From an optimization exercise on the open Yosys and OpenROAD flow, aimed at small area and a short achievable clock period; shortcuts taken in it are not production practice. The RTL was checked by simulation tests, not by an equivalence proof against the original design. Power figures rest on the tool's default switching activity, not on a simulated workload.

the reference run:
// sqan_rxsync
module sqan_rxsync (
    input  wire         clk,
    input  wire         rst,                  
    input  wire [1:0]   in_cmd,
    input  wire [15:0]  in_i,
    input  wire [15:0]  in_q,
    input  wire [6:0]   cfg_percent,          
    input  wire [1:0]   cfg_hdr_w,            
    input  wire [11:0]  cfg_header,           
    input  wire         cfg_byte_timing,      
    input  wire [7:0]   cfg_timing_interval,  
    input  wire [4:0]   cfg_slot_bits,        
    input  wire [7:0]   cfg_sync0,            
    input  wire [7:0]   cfg_sync1,            
    input  wire         cfg_screen,           
    input  wire         cfg_esc_en,           
    input  wire [7:0]   cfg_esc_marker,       
    input  wire [7:0]   cfg_esc_xor,          
    input  wire [2:0]   cfg_esc_extra,        
    output reg          flush_valid,
    output reg          flush_emit,
    output reg  [4:0]   flush_n,
    output reg          flush_sync,
    output reg          flush_overflow,
    output reg  [127:0] flush_bytes,          
    output wire         st_searching,
    output wire         st_inverted,
    output wire         st_ignore,
    output wire [4:0]   st_count
);
Size in the first run: ~1,300 cells after synthesis, roughly 250 I/O pins, ~17,000 um^2 of cells after synthesis.
export LEC_CHECK = 0
export CAP_MARGIN = 20
export CORE_MARGIN = 2
export CORE_UTILIZATION = 40
export CTS_CLUSTER_DIAMETER = 70
export CTS_CLUSTER_SIZE = 30
export PLACE_DENSITY = 0.75
export SLEW_MARGIN = 20
export SYNTH_HIERARCHICAL = 1
create_clock -name core_clock -period 22.0 [get_ports {clk}]
standard.sh (not shown) runs the stock make flow with config.mk's settings and CLKGATE_MAP_FILE= SYNTH_SCRIPT=/design/flow/synth_recipe.tcl, a recipe that flattens the netlist after the stock synthesis.
==> flow/flow/run.sh <==
#!/bin/bash
# Standard layout with three changes to how it is optimised:
#  - the port buffers are made from the smallest buffer cell (buffer_ports
#    otherwise picks sky130_fd_sc_hd__clkdlybuf4s50_1); the resizer still
#    upsizes any of them that timing or slew needs;
#  - the buffers that synthesis (ABC) put in are removed at floorplan, and the
#    resizer buffers the nets as placement needs;
#  - repair_timing aims for a larger setup slack than the constraint needs, so
#    that it shortens the critical paths (the SDC and clock are unchanged).
set -euo pipefail
export BUFFER_PORTS_ARGS="-buffer_cell sky130_fd_sc_hd__buf_1"
export REMOVE_ABC_BUFFERS=1
export SETUP_SLACK_MARGIN=15
bash standard.sh > standard_make.log 2>&1
The reference run closes out successfully: all stages finished, all timing, DRC and antenna checks passed.
What the trial run does differently from the reference run at the input level:
Settings: PLACE_DENSITY: 0.75 -> unset.
==> flow/flow/run.sh <==
#!/bin/bash
# Standard layout with two changes to how it is optimised:
#  - the port buffers are made from the smallest buffer cell (buffer_ports
#    otherwise picks sky130_fd_sc_hd__clkdlybuf4s50_1); the resizer still
#    upsizes any of them that timing or slew needs;
#  - repair_timing aims for a larger setup slack than the constraint needs, so
#    that it shortens the critical paths (the SDC and clock are unchanged).
set -euo pipefail
export BUFFER_PORTS_ARGS="-buffer_cell sky130_fd_sc_hd__buf_1"
export SETUP_SLACK_MARGIN=15
bash standard.sh > standard_make.log 2>&1
Findings:
From the reference run to the trial run, synthesized cell count did not move at all. The trial run vs the reference run — via count dropped 197. Comparing the trial run with the reference run, the sequential share of cell area came out essentially unchanged. Sum of routed wire segments on met1 ended up about 4.5% higher on the trial run than on the reference run. Between the trial run and the reference run, the post-route standard cell area excluding fillers figures differ only marginally. Against the reference run as the reference, the trial run delivers a higher depth of the worst register-to-register path. The reference run → the trial run: post-route worst hold slack increased by 17 ps relative to the old numbers; routed wire length went down by about 0.9%. Cmp the trial run vs the reference run: area overhead of the layout relative to synthesis higher in the trial run.

========
sqan_rxsync, a different RTL version from the one above (not shown whole).
For scale: roughly 17000 µm² of cells after synthesis.
Settings: LEC_CHECK=0, CAP_MARGIN=20, CORE_MARGIN=2, CORE_UTILIZATION=40, CTS_CLUSTER_DIAMETER=70, CTS_CLUSTER_SIZE=30, SLEW_MARGIN=20, SYNTH_HIERARCHICAL=1; clock period 22.0 ns.
==> flow/flow/run.sh <==
#!/bin/bash
# Standard layout with three changes to how it is optimised:
#  - the port buffers are made from the smallest buffer cell (buffer_ports
#    otherwise picks sky130_fd_sc_hd__clkdlybuf4s50_1); the resizer still
#    upsizes any of them that timing or slew needs;
#  - the buffers that synthesis (ABC) put in are removed at floorplan, and the
#    resizer buffers the nets as placement needs;
#  - repair_timing aims for a larger setup slack than the constraint needs, so
#    that it shortens the critical paths (the SDC and clock are unchanged).
set -euo pipefail
export BUFFER_PORTS_ARGS="-buffer_cell sky130_fd_sc_hd__buf_1"
export REMOVE_ABC_BUFFERS=1
export SETUP_SLACK_MARGIN=16
bash standard.sh > standard_make.log 2>&1
The starting point ran to the end with no violations.
Edit:
--- a/flow/flow/run.sh
+++ b/flow/flow/run.sh
@@ -11,4 +11,4 @@
 export BUFFER_PORTS_ARGS="-buffer_cell sky130_fd_sc_hd__buf_1"
 export REMOVE_ABC_BUFFERS=1
-export SETUP_SLACK_MARGIN=16
+export SETUP_SLACK_MARGIN=15
 bash standard.sh > standard_make.log 2>&1
What happened: Die area is unchanged. Final area came out lower by about 1.9%. Worst setup slack loses 3.8 ps. Utilization came out lower by 0.88 points. Power goes down by about 0.3%. Via count falls by 0.67%. Routed wire length is about the same.

## static timing again, ports no longer ideal
Ports are ideal in the flow. The routed layouts listed here were re-timed in OpenROAD.
Step 1, drivers: a clkbuf_16 drives clk and a buf_2 each remaining input, both assumed.
Step 2, shift: input delay + t, output delay - t, t = (earliest + latest rising clock arrival at the registers) / 2. This alone moves slack from input paths to output paths.
a / b / c = ideal ports / drivers / drivers and shift; a / b = the first two.
run | shift t [ns] | slack for setup (ns) | worst setup path after step 2 | clock arrival spread, ns | slew at the worst register clock pin (ns)
the reference run | 0.591 | 14.925 / 14.914 / 14.323 | input to register | 0.034 / 0.034 | 0.10 / 0.10
the trial run | 0.605 | 14.930 / 14.932 / 14.327 | input to register | 0.022 / 0.023 | 0.10 / 0.10
the first run of note 2 | 0.607 | 14.918 / 14.915 / 14.308 | input to register | 0.031 / 0.031 | 0.10 / 0.10
the second run of note 2 | 0.604 | 14.914 / 14.911 / 14.307 | input to register | 0.030 / 0.030 | 0.10 / 0.10
After both steps setup and hold are still met in every run listed. The setup slack of the first run of note 2, which loses most, moves by -0.003 ns with the drivers and by -0.610 ns with both steps.
